Context: an optimization exercise on an open-source flow, tuned for small area and a short achievable clock period. The choices shown serve that exercise and are no tape-out recipe.
The RTL was checked by simulation tests, not by an equivalence proof against the original design.
Power figures rest on the tool's default switching activity, not on a simulated workload.

`flow/run.sh`:
```
#!/bin/bash
# The standard layout, with two changes to how it is made:
#  - the port buffers that placement inserts are sky130_fd_sc_hd__buf_4 cells
#    (every input and output port still gets its own buffer), and
#  - timing repair may swap a cell for one with a different footprint.
# Synthesis is the standard one, run unchanged.
set -euo pipefail
bash standard.sh synth > synth.log 2>&1
bash standard.sh BUFFER_PORTS_ARGS="-buffer_cell sky130_fd_sc_hd__buf_4" MATCH_CELL_FOOTPRINT=0 finish > layout.log 2>&1
```
`standard.sh`:
```
#!/bin/bash
# synth_recipe.tcl (not shown) runs the flow's synth.tcl, then flattens the netlist and writes it again
# the make line also repeats each setting of config.mk as NAME=value (left out here)
make -C /OpenROAD-flow-scripts/flow DESIGN_CONFIG=/design/flow/config.mk WORK_HOME=/design/flow/orfs CLKGATE_MAP_FILE= SYNTH_SCRIPT=/design/flow/synth_recipe.tcl "${@:-finish}"
```
`config.mk`:
```
export PLATFORM = sky130hd
export DESIGN_NAME = xfold_engine
export DESIGN_NICKNAME = xfold_engine
export VERILOG_FILES = /design/flow/design.v
export SDC_FILE = /design/flow/constraint.sdc
export NUM_CORES = 4
export LEC_CHECK = 0
export CAP_MARGIN = 20
export CORE_MARGIN = 2
export CORE_UTILIZATION = 40
export CTS_BUF_LIST = sky130_fd_sc_hd__clkbuf_8
export CTS_CLUSTER_DIAMETER = 50
export CTS_CLUSTER_SIZE = 12
export SETUP_SLACK_MARGIN = 4
export SLEW_MARGIN = 20
export SYNTH_HIERARCHICAL = 1
export TNS_END_PERCENT = 0
```
`constraint.sdc`:
```
create_clock -name core_clock -period 10.0 [get_ports {clk}]
set_input_delay 2.0000 -clock core_clock [delete_from_list [all_inputs] [get_ports {clk}]]
set_output_delay 2.0000 -clock core_clock [all_outputs]
set_load 0.01 [all_outputs]
```
`design.v`:
```
module xfold_engine (
    input             clk,
    input             rst,
    input             cmd_valid,
    input      [31:0] cmd,
    input             sink_ready,
    output            resp_valid,
    output            resp_ill,
    output     [31:0] resp,
    output            txo_valid,
    output     [7:0]  txo_data,
    output            txo_final
);
    localparam [7:0] STX = 8'h02, ETX = 8'h03, ACK = 8'h06, NAK = 8'h15;
    localparam [2:0] RX_WAIT_STX = 3'd0, RX_WAIT_LEN = 3'd1, RX_READ_DATA = 3'd2,
                     RX_CHECK_CHK = 3'd3, RX_WAIT_ETX = 3'd4, RX_DONE = 3'd5,
                     RX_ERROR = 3'd6;
    localparam [2:0] TX_IDLE = 3'd0, TX_SEND_STX = 3'd1, TX_SEND_LEN = 3'd2,
                     TX_SEND_DATA = 3'd3, TX_SEND_CHK = 3'd4, TX_SEND_ETX = 3'd5,
                     TX_DONE = 3'd6, TX_ERROR = 3'd7;
    localparam [2:0] ARQ_IDLE = 3'd0, ARQ_SENDING = 3'd1, ARQ_WAIT_ACK = 3'd2,
                     ARQ_ACKED = 3'd3, ARQ_EXHAUSTED = 3'd4, ARQ_OVERFLOW = 3'd5;
    reg [7:0]   chk_acc;
    reg         ill;
    reg [2:0]   rx_state;
    reg [1:0]   rx_err;
    reg [7:0]   rx_len;
    reg [6:0]   rx_count;
    reg [7:0]   rx_chk;
    reg [511:0] rx_buf;
    reg [2:0]   tx_state;
    reg [6:0]   tx_len;
    reg [6:0]   tx_cursor;
    reg [7:0]   tx_chk;
    reg [511:0] tx_pf;
    reg [7:0]   tx_nbyte;
    reg [7:0]   tx_pcur;
    reg [5:0]   tx_pidx;
    reg [2:0]   arq_state;
    reg [1:0]   arq_attempts;
    wire [3:0]  op  = cmd[31:28];
    wire [8:0]  a   = cmd[16:8];
    wire [7:0]  d   = cmd[7:0];
    reg  arq_send_s;     
    reg  arq_wait_s;     
    reg  tx_sending;     
    reg  tx_is_data;     
    wire arq_busy   = arq_send_s | arq_wait_s;
    wire a_big      = a[8] | a[7] | (a[6] & (a[5:0] != 6'd0));    
    wire bad, go_seed, go_fold, go_feed, go_rxrst, go_load, go_begin, go_next, go_txrst,
         go_send, go_ack, go_abort, go_clr;
    wire g_rx, g_bg, g_bgo, g_txs, g_sendok, g_sendbig, g_r0, g_r1, g_r3, g_r4, g_r5, g_r6;
    wire ack_ack, ack_nak, nak_retry, restart, cont, step_cur, emit_cur, emit_stx;
    xf_gate u_gate (
        .cmd(cmd), .cmd_valid(cmd_valid), .rst(rst), .sink_ready(sink_ready),
        .arq_busy(arq_busy), .arq_send_s(arq_send_s), .arq_wait_s(arq_wait_s),
        .att2(arq_attempts == 2'd2), .tx_etx(tx_state == TX_SEND_ETX),
        .tx_sending(tx_sending), .rx_done(rx_state == RX_DONE), .rx_len(rx_len),
        .resp_valid(resp_valid), .resp_ill(resp_ill), .bad(bad),
        .go_seed(go_seed), .go_fold(go_fold), .go_feed(go_feed), .go_rxrst(go_rxrst),
        .go_load(go_load), .go_begin(go_begin), .go_next(go_next), .go_txrst(go_txrst),
        .go_send(go_send), .go_ack(go_ack), .go_abort(go_abort), .go_clr(go_clr),
        .g_rx(g_rx), .g_bg(g_bg), .g_bgo(g_bgo), .g_txs(g_txs), .g_sendok(g_sendok),
        .g_sendbig(g_sendbig), .g_r0(g_r0), .g_r1(g_r1), .g_r3(g_r3), .g_r4(g_r4),
        .g_r5(g_r5), .g_r6(g_r6),
        .ack_ack(ack_ack), .ack_nak(ack_nak), .nak_retry(nak_retry), .restart(restart),
        .cont(cont), .step_cur(step_cur), .emit_cur(emit_cur), .emit_stx(emit_stx),
        .txo_valid(txo_valid), .txo_final(txo_final)
    );
    wire [15:0] a_np16;
    wire [3:0]  a_np4, a_np4b, a_np4s;
    xf_pre4  u_apre0 (.s(a[3:0]), .np(a_np16));
    xf_pre2e u_apre1 (.s(a[5:4]), .off(a[6]), .np(a_np4));
    xf_pre2e u_apre1b (.s(a[5:4]), .off(a[6]), .np(a_np4b));
    xf_pre2e u_apre2 (.s(a[5:4]), .off(tx_sending), .np(a_np4s));
    wire [63:0] a_oh;
    genvar g, i;
    generate
        for (g = 0; g < 64; g = g + 1) begin : g_aoh
            xf_nor2 u (.a(a_np16[g % 16]), .b((g % 2) ? a_np4b[g / 16] : a_np4[g / 16]), .y(a_oh[g]));
        end
    endgenerate
    wire [7:0] pfb_rd;
    xf_aomux u_pfb (.in({tx_pf[503:0], STX}), .oh(a_oh), .out(pfb_rd));
    wire [7:0] top_pf    = tx_pf[511:504] & {8{a[6]}};
    wire [7:0] begin_chk = pfb_rd | top_pf;
    function [7:0] step_x;
        input [6:0] k;
        integer j;
        begin
            step_x = 8'h01;
            for (j = 1; j < 8; j = j + 1)
                step_x[j] = step_x[j-1] & k[j-1];
        end
    endfunction
    wire [15:0] p_np16;
    wire [3:0]  p_np4s;
    xf_pre4  u_ppre0 (.s(tx_pidx[3:0]), .np(p_np16));
    xf_pre2e u_ppre1 (.s(tx_pidx[5:4]), .off(!tx_sending), .np(p_np4s));
    wire [7:0] pf_rd2;
    wire [63:0] rd2_oh;
    generate
        for (g = 0; g < 64; g = g + 1) begin : g_rd2oh
            xf_o22ai u (.a1(a_np16[g % 16]), .a2(a_np4s[g / 16]),
                        .b1(p_np16[g % 16]), .b2(p_np4s[g / 16]), .y(rd2_oh[g]));
        end
    endgenerate
    xf_aomux u_pf2 (.in(tx_pf), .oh(rd2_oh), .out(pf_rd2));
    wire [7:0]  load_rr;
    wire [31:0] load_dq;
    wire [7:0]  load_k = step_x(a[6:0]) ^ d;
    xf_xor8 u_dx0 (.a(pf_rd2), .b(pfb_rd), .y(load_rr));
    xf_xor8 u_dx1 (.a(load_rr), .b(load_k), .y(load_dq[7:0]));
    xf_xor8 u_dx2 (.a(load_rr), .b(load_k), .y(load_dq[15:8]));
    xf_xor8 u_dx3 (.a(load_rr), .b(load_k), .y(load_dq[23:16]));
    xf_xor8 u_dx4 (.a(load_rr), .b(load_k), .y(load_dq[31:24]));
    wire [7:0] rx_rd;
    xf_aomux u_rxrd (.in(rx_buf), .oh(a_oh), .out(rx_rd));
    reg [2:0] f_rx_state;
    reg [1:0] f_rx_err;
    reg [7:0] f_rx_len, f_rx_chk;
    reg [6:0] f_rx_count;
    always @* begin
        f_rx_state = rx_state; f_rx_err = rx_err; f_rx_len = rx_len;
        f_rx_count = rx_count; f_rx_chk = rx_chk;
        case (rx_state)
            RX_WAIT_STX: if (d == STX) begin
                f_rx_chk = STX; f_rx_len = 8'h00; f_rx_count = 7'h00;
                f_rx_state = RX_WAIT_LEN;
            end
            RX_WAIT_LEN: begin
                f_rx_len = d;
                f_rx_chk = rx_chk ^ d;
                if (d > 8'd64) begin
                    f_rx_state = RX_ERROR; f_rx_err = 2'd1;
                end else if (d == 8'h00)
                    f_rx_state = RX_CHECK_CHK;
                else
                    f_rx_state = RX_READ_DATA;
            end
            RX_READ_DATA: begin
                f_rx_chk   = rx_chk ^ d;
                f_rx_count = rx_count + 7'd1;
                if ({1'b0, f_rx_count} == rx_len) f_rx_state = RX_CHECK_CHK;
            end
            RX_CHECK_CHK: begin
                if (d == rx_chk) f_rx_state = RX_WAIT_ETX;
                else begin f_rx_state = RX_ERROR; f_rx_err = 2'd2; end
            end
            RX_WAIT_ETX: begin
                if (d == ETX) f_rx_state = RX_DONE;
                else begin f_rx_state = RX_ERROR; f_rx_err = 2'd3; end
            end
            default: ;
        endcase
    end
    wire rx_we = go_feed && (rx_state == RX_READ_DATA);
    wire       rx_clr     = go_rxrst;
    wire [2:0] n_rx_state = go_feed ? f_rx_state : rx_clr ? RX_WAIT_STX : rx_state;
    wire [1:0] n_rx_err   = go_feed ? f_rx_err   : rx_clr ? 2'd0 : rx_err;
    wire [7:0] n_rx_len   = go_feed ? f_rx_len   : rx_clr ? 8'h00 : rx_len;
    wire [6:0] n_rx_count = go_feed ? f_rx_count : rx_clr ? 7'h00 : rx_count;
    wire [7:0] n_rx_chk   = go_feed ? f_rx_chk   : rx_clr ? 8'h00 : rx_chk;
    function [31:0] rxstat;
        input [2:0] st; input [1:0] er; input [7:0] ln; input [6:0] cnt; input [7:0] ck;
        begin
            rxstat = {ck, 1'b0, cnt, ln, 1'b0, st, er,
                      (st == RX_DONE) ? 2'd1 : (st == RX_ERROR) ? 2'd2 : 2'd0};
        end
    endfunction
    function [1:0] tx_status;
        input [2:0] st;
        begin
            case (st)
                TX_IDLE:  tx_status = 2'd0;
                TX_DONE:  tx_status = 2'd2;
                TX_ERROR: tx_status = 2'd3;
                default:  tx_status = 2'd1;
            endcase
        end
    endfunction
    function [31:0] txstat;
        input [2:0] st; input [6:0] ln, cur; input [7:0] ck;
        begin
            txstat = {ck, 1'b0, cur, 1'b0, ln, 1'b0, st, 1'b0, (st == TX_ERROR), tx_status(st)};
        end
    endfunction
    reg [7:0] cur_byte;
    always @* begin
        case (tx_state)
            TX_SEND_STX:  cur_byte = STX;
            TX_SEND_LEN:  cur_byte = {1'b0, tx_len};
            TX_SEND_DATA: cur_byte = tx_nbyte;
            TX_SEND_CHK:  cur_byte = tx_chk;
            TX_SEND_ETX:  cur_byte = ETX;
            default:      cur_byte = 8'h00;
        endcase
    end
    wire       last_data = (tx_cursor + 7'd1 == tx_len);
    reg  [2:0] stepped;
    always @* begin
        case (tx_state)
            TX_SEND_STX:  stepped = TX_SEND_LEN;
            TX_SEND_LEN:  stepped = (tx_len == 7'd0) ? TX_SEND_CHK : TX_SEND_DATA;
            TX_SEND_DATA: stepped = last_data ? TX_SEND_CHK : TX_SEND_DATA;
            TX_SEND_CHK:  stepped = TX_SEND_ETX;
            TX_SEND_ETX:  stepped = TX_DONE;
            default:      stepped = tx_state;
        endcase
    end
    reg [2:0] n_tx_state;
    reg [6:0] n_tx_len, n_tx_cursor;
    reg [7:0] n_tx_chk, n_tx_nbyte, n_tx_pcur;
    reg [2:0] n_arq_state;
    reg [1:0] n_arq_attempts;
    always @* begin
        n_tx_state = tx_state; n_tx_len = tx_len; n_tx_cursor = tx_cursor;
        n_tx_chk = tx_chk; n_tx_nbyte = tx_nbyte; n_tx_pcur = tx_pcur;
        n_arq_state = arq_state; n_arq_attempts = arq_attempts;
        if (go_begin || go_send) begin
            n_tx_cursor = 7'd0;
            if (a_big) begin
                n_tx_state = TX_ERROR; n_tx_len = 7'd0; n_tx_chk = 8'h00;
            end else begin
                n_tx_state = TX_SEND_STX; n_tx_len = a[6:0]; n_tx_chk = begin_chk;
            end
        end
        if (go_txrst || (go_abort && arq_busy)) begin
            n_tx_state = TX_IDLE; n_tx_len = 7'd0; n_tx_cursor = 7'd0; n_tx_chk = 8'h00;
        end
        if (go_send) begin
            n_arq_attempts = 2'd0;
            n_arq_state = a_big ? ARQ_OVERFLOW : ARQ_SENDING;
        end
        if (ack_ack) n_arq_state = ARQ_ACKED;
        if (ack_nak) begin
            n_arq_attempts = arq_attempts + 2'd1;
            if (nak_retry) begin
                n_tx_state = TX_SEND_STX; n_tx_cursor = 7'd0; n_arq_state = ARQ_SENDING;
            end else
                n_arq_state = ARQ_EXHAUSTED;
        end
        if (go_abort) begin
            n_arq_state = ARQ_IDLE; n_arq_attempts = 2'd0;
        end
        if (restart && sink_ready) n_tx_state = TX_SEND_LEN;
        if (step_cur) begin
            n_tx_state = stepped;
            case (tx_state)
                TX_SEND_LEN: begin
                    n_tx_nbyte = pf_rd2 ^ STX ^ 8'h01;
                    n_tx_pcur  = pf_rd2;
                end
                TX_SEND_DATA: begin
                    n_tx_cursor = tx_cursor + 7'd1;
                    n_tx_nbyte = pf_rd2 ^ tx_pcur ^ step_x(tx_cursor + 7'd1);
                    n_tx_pcur  = pf_rd2;
                end
                TX_SEND_ETX: if (cont) n_arq_state = ARQ_WAIT_ACK;
                default: ;
            endcase
        end
    end
    assign txo_data  = ({8{emit_cur}} & cur_byte) | ({8{emit_stx}} & STX);
    wire [31:0] txstat_cur  = txstat(tx_state, tx_len, tx_cursor, tx_chk);
    wire [31:0] rxstat_cur  = rxstat(rx_state, rx_err, rx_len, rx_count, rx_chk);
    wire [9:0]  arqstat_cur = {arq_attempts, 5'b0, arq_state};
    wire [13:0] next_word = {1'b0, (tx_state == TX_ERROR), tx_status(stepped),
                             tx_sending && (tx_state == TX_SEND_ETX), tx_sending,
                             tx_sending ? cur_byte : 8'h00};
    reg [2:0] ack_st;
    always @* begin
        if (!arq_wait_s)     ack_st = arq_state;
        else if (d == ACK)   ack_st = ARQ_ACKED;
        else if (d == NAK)   ack_st = (arq_attempts == 2'd2) ? ARQ_EXHAUSTED : ARQ_SENDING;
        else                 ack_st = ARQ_WAIT_ACK;
    end
    wire [1:0] ack_att  = (arq_wait_s && d == NAK) ? arq_attempts + 2'd1 : arq_attempts;
    wire [9:0] ack_word = {ack_att, 5'b0, ack_st};
    wire [7:0] chk_word = go_seed ? d : (chk_acc ^ d);
    wire [31:0] feed_word = rxstat(f_rx_state, f_rx_err, f_rx_len, f_rx_count, f_rx_chk);
    xf_out u_out (
        .g_chk(go_seed | go_fold), .w_chk(op[1] ? (chk_acc ^ d) : d),
        .g_feed(go_feed), .w_feed(feed_word),
        .g_txs(g_txs), .w_txs(txstat_cur),
        .g_bg(g_bg), .w_bg({a[6:0], 8'h11}), .bg_top(top_pf),
        .g_bgo(g_bgo),
        .g_next(go_next), .w_next(next_word),
        .g_sendok(g_sendok), .g_sendbig(g_sendbig),
        .g_ack(go_ack), .w_ack(ack_word),
        .g_r0(g_r0), .w_r0({arq_busy, ill}),
        .g_r1(g_r1), .w_r1(rxstat_cur),
        .g_r3(g_r3), .w_r3(arqstat_cur),
        .g_r4(g_r4), .w_r4(chk_acc),
        .g_r5(g_r5), .g_r6(g_r6),
        .resp(resp_e)
    );
    wire [31:0] resp_e;
    xf_late u_late (.e_lo(resp_e[7:0]), .e_hi(resp_e[31:24]), .g_rx(g_rx), .g_bg(g_bg),
                    .rx_rd(rx_rd), .bg_pf(pfb_rd),
                    .lo(resp[7:0]), .hi(resp[31:24]));
    assign resp[23:8] = resp_e[23:8];
    always @(posedge clk) begin
        if (rst) begin
            chk_acc      <= 8'h00;
            ill          <= 1'b0;
            rx_state     <= RX_WAIT_STX;
            rx_err       <= 2'd0;
            rx_len       <= 8'h00;
            rx_count     <= 7'h00;
            rx_chk       <= 8'h00;
            tx_state     <= TX_IDLE;
            tx_sending   <= 1'b0;
            tx_is_data   <= 1'b0;
            tx_len       <= 7'd0;
            tx_cursor    <= 7'd0;
            tx_chk       <= 8'h00;
            arq_state    <= ARQ_IDLE;
            arq_send_s   <= 1'b0;
            arq_wait_s   <= 1'b0;
            arq_attempts <= 2'd0;
        end else begin
            if (go_seed || go_fold) chk_acc <= chk_word;
            if (bad) ill <= 1'b1;
            else if (go_clr)      ill <= 1'b0;
            rx_state     <= n_rx_state;
            rx_err       <= n_rx_err;
            rx_len       <= n_rx_len;
            rx_count     <= n_rx_count;
            rx_chk       <= n_rx_chk;
            tx_state     <= n_tx_state;
            tx_sending   <= (n_tx_state != TX_IDLE) && (n_tx_state != TX_DONE) && (n_tx_state != TX_ERROR);
            tx_is_data   <= (n_tx_state == TX_SEND_DATA);
            tx_len       <= n_tx_len;
            tx_cursor    <= n_tx_cursor;
            tx_chk       <= n_tx_chk;
            arq_state    <= n_arq_state;
            arq_send_s   <= (n_arq_state == ARQ_SENDING);
            arq_wait_s   <= (n_arq_state == ARQ_WAIT_ACK);
            arq_attempts <= n_arq_attempts;
        end
    end
    always @(posedge clk) begin
        tx_nbyte <= n_tx_nbyte;
        tx_pcur  <= n_tx_pcur;
        tx_pidx  <= (n_tx_state == TX_SEND_DATA) ? n_tx_cursor[5:0] + 6'd1 : 6'd0;
    end
    generate
        for (g = 0; g < 64; g = g + 1) begin : g_rxw
            always @(posedge clk)
                if (!rst && rx_we && rx_count[5:0] == g) rx_buf[8*g +: 8] <= d;
        end
    endgenerate
    generate
        for (g = 0; g < 64; g = g + 1) begin : g_load
            wire upd = go_load && (a[5:0] <= g);
            wire [7:0] nxt;
            for (i = 0; i < 8; i = i + 1) begin : g_bit
                xf_upd u (.q(tx_pf[8*g + i]), .m(upd), .x(load_dq[8*(g / 16) + i]), .y(nxt[i]));
            end
            always @(posedge clk)
                tx_pf[8*g +: 8] <= nxt;
        end
    endgenerate
endmodule
module xf_gate (
    input  [31:0] cmd,
    input         cmd_valid,
    input         rst,
    input         sink_ready,
    input         arq_busy,
    input         arq_send_s,
    input         arq_wait_s,
    input         att2,
    input         tx_etx,
    input         tx_sending,
    input         rx_done,
    input  [7:0]  rx_len,
    output        resp_valid,
    output        resp_ill,
    output        bad,
    output        go_seed, go_fold, go_feed, go_rxrst, go_load, go_begin, go_next,
    output        go_txrst, go_send, go_ack, go_abort, go_clr,
    output        g_rx, g_bg, g_bgo, g_txs, g_sendok, g_sendbig,
    output        g_r0, g_r1, g_r3, g_r4, g_r5, g_r6,
    output        ack_ack, ack_nak, nak_retry, restart, cont, step_cur, emit_cur, emit_stx,
    output        txo_valid, txo_final
);
    wire [3:0] op = cmd[31:28];
    wire [8:0] a  = cmd[16:8];
    wire [7:0] d  = cmd[7:0];
    wire rsv_nz, a_nz, d_nz, dhi_nz;
    wire [3:0] rz, az, dz;
    xf_nor3 u_r0 (.a(cmd[17]), .b(cmd[18]), .c(cmd[19]), .y(rz[0]));
    xf_nor3 u_r1 (.a(cmd[20]), .b(cmd[21]), .c(cmd[22]), .y(rz[1]));
    xf_nor3 u_r2 (.a(cmd[23]), .b(cmd[24]), .c(cmd[25]), .y(rz[2]));
    xf_nor2 u_r3 (.a(cmd[26]), .b(cmd[27]), .y(rz[3]));
    xf_nand4 u_r4 (.a(rz[0]), .b(rz[1]), .c(rz[2]), .d(rz[3]), .y(rsv_nz));
    xf_nor3 u_a0 (.a(a[0]), .b(a[1]), .c(a[2]), .y(az[0]));
    xf_nor3 u_a1 (.a(a[3]), .b(a[4]), .c(a[5]), .y(az[1]));
    xf_nor3 u_a2 (.a(a[6]), .b(a[7]), .c(a[8]), .y(az[2]));
    xf_nand3 u_a4 (.a(az[0]), .b(az[1]), .c(az[2]), .y(a_nz));
    xf_nor2 u_d0 (.a(d[0]), .b(d[1]), .y(dz[0]));
    xf_nor2 u_d1 (.a(d[2]), .b(d[3]), .y(dz[1]));
    xf_nor2 u_d2 (.a(d[4]), .b(d[5]), .y(dz[2]));
    xf_nor2 u_d3 (.a(d[6]), .b(d[7]), .y(dz[3]));
    xf_nand4 u_d4 (.a(dz[0]), .b(dz[1]), .c(dz[2]), .d(dz[3]), .y(d_nz));
    wire dhz0, dhz1;
    xf_nor3 u_h0 (.a(d[5]), .b(d[6]), .c(d[7]), .y(dhz0));
    xf_nor2 u_h1 (.a(d[3]), .b(d[4]), .y(dhz1));
    xf_nand2 u_h2 (.a(dhz0), .b(dhz1), .y(dhi_nz));
    wire rsv_z = !rsv_nz;
    wire a_z   = !a_nz;
    wire d_z   = !d_nz;
    wire a_big = a[8] | a[7] | (a[6] & (a[5:0] != 6'd0));
    wire live  = cmd_valid && !rst;
    wire lr    = live && rsv_z;
    wire o0 = op == 4'h0, o1 = op == 4'h1, o2 = op == 4'h2, o3 = op == 4'h3;
    wire o4 = op == 4'h4, o5 = op == 4'h5, o6 = op == 4'h6, o7 = op == 4'h7;
    wire o8 = op == 4'h8, o9 = op == 4'h9, oa = op == 4'hA, ob = op == 4'hB;
    wire oc = op == 4'hC, od = op == 4'hD, oe = op == 4'hE;
    wire ok = rsv_z && (
        ((o0 | o4 | oc | oe) && a_z && d_z) ||
        ((o1 | o2 | o3 | ob) && a_z) ||
        (o5 && d_z) ||
        (o6 && !arq_busy && !tx_sending && a[8:6] == 3'd0) ||
        ((o7 | oa) && d_z && !arq_busy) ||
        ((o8 | o9) && a_z && d_z && !arq_busy) ||
        (od && a_z && !dhi_nz));
    assign resp_valid = live;
    assign resp_ill   = live && !ok;
    assign bad        = cmd_valid && !ok;
    wire ncv = !cmd_valid;
    wire [15:0] nop;    
    xf_opdec u_opdec (.op(op), .nop(nop));
    wire busy  = arq_busy;
    wire a86nz = a[8] | a[7] | a[6];
    wire na_big = !a_big;
    wire nhit  = !(rx_done && (a < {1'b0, rx_len}));
    wire [2:0] dl = d[2:0];
    wire rd_n0 = dl != 3'd0, rd_n1 = dl != 3'd1, rd_n2 = dl != 3'd2, rd_n3 = dl != 3'd3;
    wire rd_n4 = dl != 3'd4, rd_n5 = dl != 3'd5, rd_n6 = dl != 3'd6;
    wire rd2g;
    xf_all5 u_g1 (.n({ncv, rst, rsv_nz, nop[1], a_nz}), .y(go_seed));
    xf_all5 u_g2 (.n({ncv, rst, rsv_nz, nop[2], a_nz}), .y(go_fold));
    xf_all5 u_g3 (.n({ncv, rst, rsv_nz, nop[3], a_nz}), .y(go_feed));
    xf_all6 u_g4 (.n({ncv, rst, rsv_nz, nop[4], a_nz, d_nz}), .y(go_rxrst));
    xf_all7 u_g6 (.n({ncv, rst, rsv_nz, nop[6], busy, tx_sending, a86nz}), .y(go_load));
    xf_all6 u_g7 (.n({ncv, rst, rsv_nz, nop[7], d_nz, busy}), .y(go_begin));
    xf_all7 u_g8 (.n({ncv, rst, rsv_nz, nop[8], a_nz, d_nz, busy}), .y(go_next));
    xf_all7 u_g9 (.n({ncv, rst, rsv_nz, nop[9], a_nz, d_nz, busy}), .y(go_txrst));
    xf_all6 u_ga (.n({ncv, rst, rsv_nz, nop[10], d_nz, busy}), .y(go_send));
    xf_all5 u_gb (.n({ncv, rst, rsv_nz, nop[11], a_nz}), .y(go_ack));
    xf_all6 u_gc (.n({ncv, rst, rsv_nz, nop[12], a_nz, d_nz}), .y(go_abort));
    xf_all6 u_ge (.n({ncv, rst, rsv_nz, nop[14], a_nz, d_nz}), .y(go_clr));
    xf_all6 u_grx (.n({ncv, rst, rsv_nz, nop[5], d_nz, nhit}), .y(g_rx));
    xf_all7 u_gbg (.n({ncv, rst, rsv_nz, nop[7], d_nz, busy, a_big}), .y(g_bg));
    xf_all7 u_gbo (.n({ncv, rst, rsv_nz, nop[7], d_nz, busy, na_big}), .y(g_bgo));
    xf_all7 u_gso (.n({ncv, rst, rsv_nz, nop[10], d_nz, busy, a_big}), .y(g_sendok));
    xf_all7 u_gsb (.n({ncv, rst, rsv_nz, nop[10], d_nz, busy, na_big}), .y(g_sendbig));
    xf_all7 u_gr0 (.n({ncv, rst, rsv_nz, nop[13], a_nz, dhi_nz, rd_n0}), .y(g_r0));
    xf_all7 u_gr1 (.n({ncv, rst, rsv_nz, nop[13], a_nz, dhi_nz, rd_n1}), .y(g_r1));
    xf_all7 u_gr2 (.n({ncv, rst, rsv_nz, nop[13], a_nz, dhi_nz, rd_n2}), .y(rd2g));
    xf_all7 u_gr3 (.n({ncv, rst, rsv_nz, nop[13], a_nz, dhi_nz, rd_n3}), .y(g_r3));
    xf_all7 u_gr4 (.n({ncv, rst, rsv_nz, nop[13], a_nz, dhi_nz, rd_n4}), .y(g_r4));
    xf_all7 u_gr5 (.n({ncv, rst, rsv_nz, nop[13], a_nz, dhi_nz, rd_n5}), .y(g_r5));
    xf_all7 u_gr6 (.n({ncv, rst, rsv_nz, nop[13], a_nz, dhi_nz, rd_n6}), .y(g_r6));
    assign g_txs = go_load || rd2g;
    assign ack_ack   = go_ack && arq_wait_s && d == 8'h06;
    assign ack_nak   = go_ack && arq_wait_s && d == 8'h15;
    assign nak_retry = ack_nak && !att2;
    assign restart   = g_sendok || nak_retry;
    assign cont      = arq_send_s && !go_abort;
    assign step_cur  = tx_sending && (go_next || (cont && sink_ready));
    assign emit_cur  = !rst && step_cur;
    assign emit_stx  = restart && sink_ready;
    assign txo_valid = emit_cur || emit_stx;
    assign txo_final = emit_cur && tx_etx;
endmodule
module xf_out (
    input         g_chk,  input [7:0]  w_chk,
    input         g_feed, input [31:0] w_feed,
    input         g_txs,  input [31:0] w_txs,
    input         g_bg,   input [14:0] w_bg, input [7:0] bg_top,
    input         g_bgo,
    input         g_next, input [13:0] w_next,
    input         g_sendok, g_sendbig,
    input         g_ack,  input [9:0]  w_ack,
    input         g_r0,   input [1:0]  w_r0,
    input         g_r1,   input [31:0] w_r1,
    input         g_r3,   input [9:0]  w_r3,
    input         g_r4,   input [7:0]  w_r4,
    input         g_r5,   g_r6,
    output [31:0] resp
);
    assign resp = ({24'h0, w_chk & {8{g_chk}}})
                | (w_feed & {32{g_feed}})
                | (w_txs & {32{g_txs}})
                | ({bg_top, 9'h0, w_bg} & {32{g_bg}})
                | ({24'h0, 8'h77} & {32{g_bgo}})
                | ({18'h0, w_next} & {32{g_next}})
                | ({31'h0, g_sendok}) | ({29'h0, g_sendbig, 1'b0, g_sendbig})
                | ({22'h0, w_ack} & {32{g_ack}})
                | ({30'h0, w_r0} & {32{g_r0}})
                | (w_r1 & {32{g_r1}})
                | ({22'h0, w_r3} & {32{g_r3}})
                | ({24'h0, w_r4} & {32{g_r4}})
                | (32'h15060302 & {32{g_r5}})
                | (32'h00000340 & {32{g_r6}});
endmodule
module xf_late (
    input  [7:0] e_lo,
    input  [7:0] e_hi,
    input        g_rx,
    input        g_bg,
    input  [7:0] rx_rd,
    input  [7:0] bg_pf,
    output [7:0] lo,
    output [7:0] hi
);
    assign lo = e_lo | (rx_rd & {8{g_rx}});
    assign hi = e_hi | (bg_pf & {8{g_bg}});
endmodule
module xf_pre4 (
    input  [3:0]  s,
    output [15:0] np
);
    genvar k;
    generate
        for (k = 0; k < 16; k = k + 1) begin : g_k
            assign np[k] = ~(s == k);
        end
    endgenerate
endmodule
module xf_nand3 (input a, input b, input c, output y);
    assign y = ~(a & b & c);
endmodule
module xf_nand2 (input a, input b, output y);
    assign y = ~(a & b);
endmodule
module xf_upd (input q, input m, input x, output y);
    assign y = q ^ (m & x);
endmodule
module xf_xor8 (input [7:0] a, input [7:0] b, output [7:0] y);
    assign y = a ^ b;
endmodule
module xf_opdec (input [3:0] op, output [15:0] nop);
    genvar k;
    generate
        for (k = 0; k < 16; k = k + 1) begin : g_k
            assign nop[k] = ~(op == k);
        end
    endgenerate
endmodule
module xf_and2 (input a, input b, output y);
    assign y = a & b;
endmodule
module xf_and3 (input a, input b, input c, output y);
    assign y = a & b & c;
endmodule
module xf_all5 (input [4:0] n, output y);
    wire p, q;
    xf_nor2 u0 (.a(n[0]), .b(n[1]), .y(p));
    xf_nor3 u1 (.a(n[2]), .b(n[3]), .c(n[4]), .y(q));
    xf_and2 u2 (.a(p), .b(q), .y(y));
endmodule
module xf_all6 (input [5:0] n, output y);
    wire p, q;
    xf_nor3 u0 (.a(n[0]), .b(n[1]), .c(n[2]), .y(p));
    xf_nor3 u1 (.a(n[3]), .b(n[4]), .c(n[5]), .y(q));
    xf_and2 u2 (.a(p), .b(q), .y(y));
endmodule
module xf_all7 (input [6:0] n, output y);
    wire p, q, r;
    xf_nor2 u0 (.a(n[0]), .b(n[1]), .y(p));
    xf_nor2 u1 (.a(n[2]), .b(n[3]), .y(q));
    xf_nor3 u2 (.a(n[4]), .b(n[5]), .c(n[6]), .y(r));
    xf_and3 u3 (.a(p), .b(q), .c(r), .y(y));
endmodule
module xf_o22ai (input a1, input a2, input b1, input b2, output y);
    assign y = ~((a1 | a2) & (b1 | b2));
endmodule
module xf_pre2 (
    input  [1:0] s,
    output [3:0] np
);
    assign np[0] = ~(~s[1] & ~s[0]);
    assign np[1] = ~(~s[1] &  s[0]);
    assign np[2] = ~( s[1] & ~s[0]);
    assign np[3] = ~( s[1] &  s[0]);
endmodule
module xf_pre2e (
    input  [1:0] s,
    input        off,
    output [3:0] np
);
    assign np[0] = ~(~off & ~s[1] & ~s[0]);
    assign np[1] = ~(~off & ~s[1] &  s[0]);
    assign np[2] = ~(~off &  s[1] & ~s[0]);
    assign np[3] = ~(~off &  s[1] &  s[0]);
endmodule
module xf_nor3 (input a, input b, input c, output y);
    assign y = ~(a | b | c);
endmodule
module xf_a22oi (input a1, input a2, input b1, input b2, output y);
    assign y = ~((a1 & a2) | (b1 & b2));
endmodule
module xf_nand4 (input a, input b, input c, input d, output y);
    assign y = ~(a & b & c & d);
endmodule
module xf_nor2 (input a, input b, output y);
    assign y = ~(a | b);
endmodule
module xf_dec64 (
    input  [3:0]  np0,
    input  [3:0]  np1,
    input  [3:0]  np2,
    output [63:0] oh
);
    genvar k;
    generate
        for (k = 0; k < 64; k = k + 1) begin : g_k
            xf_nor3 u (.a(np0[k % 4]), .b(np1[(k / 4) % 4]), .c(np2[k / 16]), .y(oh[k]));
        end
    endgenerate
endmodule
module xf_ao8 (
    input  [7:0] d,
    input  [7:0] s,
    output       y
);
    assign y = |(d & s);
endmodule
module xf_aomux (
    input  [511:0] in,
    input  [63:0]  oh,
    output [7:0]   out
);
    genvar b, i, j;
    generate
        for (b = 0; b < 8; b = b + 1) begin : g_b
            wire [7:0] p;
            for (i = 0; i < 8; i = i + 1) begin : g_1
                wire [7:0] dv;
                for (j = 0; j < 8; j = j + 1) begin : g_j
                    assign dv[j] = in[8*(8*i+j) + b];
                end
                xf_ao8 u (.d(dv), .s(oh[8*i +: 8]), .y(p[i]));
            end
            wire [3:0] n;
            for (i = 0; i < 4; i = i + 1) begin : g_2
                xf_nor2 u (.a(p[2*i]), .b(p[2*i+1]), .y(n[i]));
            end
            xf_nand4 u_o (.a(n[0]), .b(n[1]), .c(n[2]), .d(n[3]), .y(out[b]));
        end
    endgenerate
endmodule
```
==> results.cfg <==
[run_status]
status = complete, no violations

[detailed_routing]
drtPass1Iterations = 7
drtIter0Drc = 6665
vias = 42900
drcViolationCount = 0
viasPerCell = 6.27
wl_per_cell_um = 30.1
drt_wl_total_um = 206000
antenna_left = 0

[layout]
nNetsFinal = 5139
fill_cells = 11600
layout_common_cells = 778 x a22oi_1, 629 x nand2_1, 587 x dfxtp_1, 551 x xnor2_1, 528 x edfxtp_1
drive_above_1_share_pct = 14.3
syn2layout_area_growth_pct = 16.9
post-route-util_pct = 47.0
layout_commonest_cell = a22oi_1

[clocking]
clkTransAtPathRegs_ns = 0.08
insertion_delay_ns = 0.89
root_buffer = clkbuf_8
cts_sinks = 1116
numCtsBuffers = 130
cts_tree = yes
h-tree-depth = 4
clockBufferDepth = 3

[critical_path]
worstSetupStartpointType = input port
cp-end-kind = primary output
cp_max_fo = 16
crit_required_ns = 8.00
worstSetupPathType = input port to primary output
arrival_ns = 4.58

[sta]
fmax_mhz = 152
tightest_slew_ns = 1.22
rsz0062_at_grt = yes
setup_violations = 0
period_share_pct = 65.8
finalMaxSlewViolations = 0
worst_slack_ns = 3.42
hold_viol_final = 0
period_needed_ns = 6.58
setup_tns_ns = 0
skew_ns = 0.0488
maxSlewHeadroom_pct = 18.7

[place]
post-place-ws_ns = 2.69
io_buffers = 78
gp_congestion = 1.12
dpl.hpwl_um = 141000

[power_and_ir_drop]
ir_worst_vdd_uv = 107
p_leak_nw = 19.1
powerDensity_nw_per_um2 = 145

[logic_synthesis]
yosysWarnings = 7
syn_inst = 4695
netlist_area_sq_um = 50400
avgSynthCellArea_sq_um = 10.7

[global_routing]
grt.busiest_layer = met2
grt_util_met2_pct = 45.6
grtUsageMet1_pct = 40.6
grt_antenna_before_repair = 13
grt_usage_pct = 31.1
grt_pass1_wl_um = 292000
grt.overflow.total = 0
grt_pass1_vias = 40100
use_met3_pct = 9.09
grt_max_degree = 54

[floorplanning]
core.rowCount = 130
initial_utilization_pct = 40.2
die-width_um = 359
core_sq_um = 125000
pin_count = 80
die-area_sq_um = 129000
die_h_um = 359

[hold_path]
hold_path.class = flop to flop

[job]
max_cap_violations = 0
-- path summary, 6_finish.rpt --
check	from	to	slack, ns	depth (start not counted)
min reg2reg	tx_pf[158]	tx_pf[158]	0.49	1
min	tx_pf[158]	tx_pf[158]	0.49	1
max reg2reg	tx_sending	tx_pf[170]	4.23	12
max	cmd[9]	resp[0]	3.42	11
-- what timing repair did --
action / 4_1_cts / 5_1_grt
setup buffers: 87 / 7
gates cloned: 12 / 2
hold buffers: 0 / 0
pin swaps: 76 / 27
setup endpoints to repair: 42 / 90
gates resized for setup: 239 / 19
-- sequential cells by signal, indices dropped and copies added, names as in the netlist, 6 cells and up --
register and count:
chk_acc 8, rx_buf 512, rx_chk 8, rx_count 7, rx_len 8, tx_chk 8
tx_cursor 7, tx_len 7, tx_nbyte 8, tx_pcur 8, tx_pf 512, tx_pidx 6
-- final cells by class --
class	instances	area [sq um]	share of cell area, %
antenna	11	27.5	0.0467
clock buffer	141	1940	3.30
clock inverter	90	738	1.25
inverter	45	176	0.300
multi-input combinational	3459	23100	39.2
sequential	1116	27600	46.9
tap	1650	2060	3.51
timing repair buffer	332	3260	5.53
-- worst max-delay path, cell delays in order --
cell and delay, ns:
buf_16 0.15, nand4b_1 0.16, buf_6 0.15, nor2_4 0.07, buf_6 0.15, a22oi_2 0.23
nand4_1 0.38, nor2_4 0.36, nand4_1 0.41, a21o_1 0.33, buf_4 0.15
-- metal layers --
layer / up-vias / share of wire (%)
li1: 18500 / -
met1: 21000 / 40
met2: 2763 / 42
met3: 642 / 11
met4: 10 / 6.6
met5: - / 0.064
-- per-stage QoR --
step	std cells	area (sq um)	hold WS (ns)	power (mW)
6_report	6844	58900	0.487	8.55
5_1_grt	6834	58900	0.496	8.79
4_1_cts	6822	58600	0.485	8.57
3_5_place_dp	6492	53900	0.473	5.20
3_3_place_gp	6492	53900	0.468	5.20
2_1_floorplan	4728	50600	0.449	5.00
-- power breakdown --
group          internal (mW)  leakage (nW)  switching, mW
Combinational          0.111          8.09          0.301
Clock                   1.57          1.48           1.79
Sequential              4.77          9.49        0.00165
Total                   6.45          19.1           2.09

[re-timing with driven ports]
The results above use ideal ports. As a check the final layout listed here was re-extracted and re-timed, cells and wires unchanged.
Step 1, drivers: a clkbuf_16 drives clk and a buf_2 each remaining input, both assumed.
Step 2 adds t to the input delays and takes it off the output delays; t is the mean of the earliest and latest rising clock arrival at the registers after step 1. Input paths then give back, and output paths get back, about the clock's delay inside the block.
Three values: ideal, step 1, step 2; two values: the first two.
t, ns: 0.948
setup WS [ns]: 3.420 / 3.144 / 3.042
slew at the worst register clock pin (ns): 0.09 / 0.09
After both steps this run still meets setup and hold. The setup slack of this run moves by -0.276 ns with the drivers and by -0.378 ns with both steps.
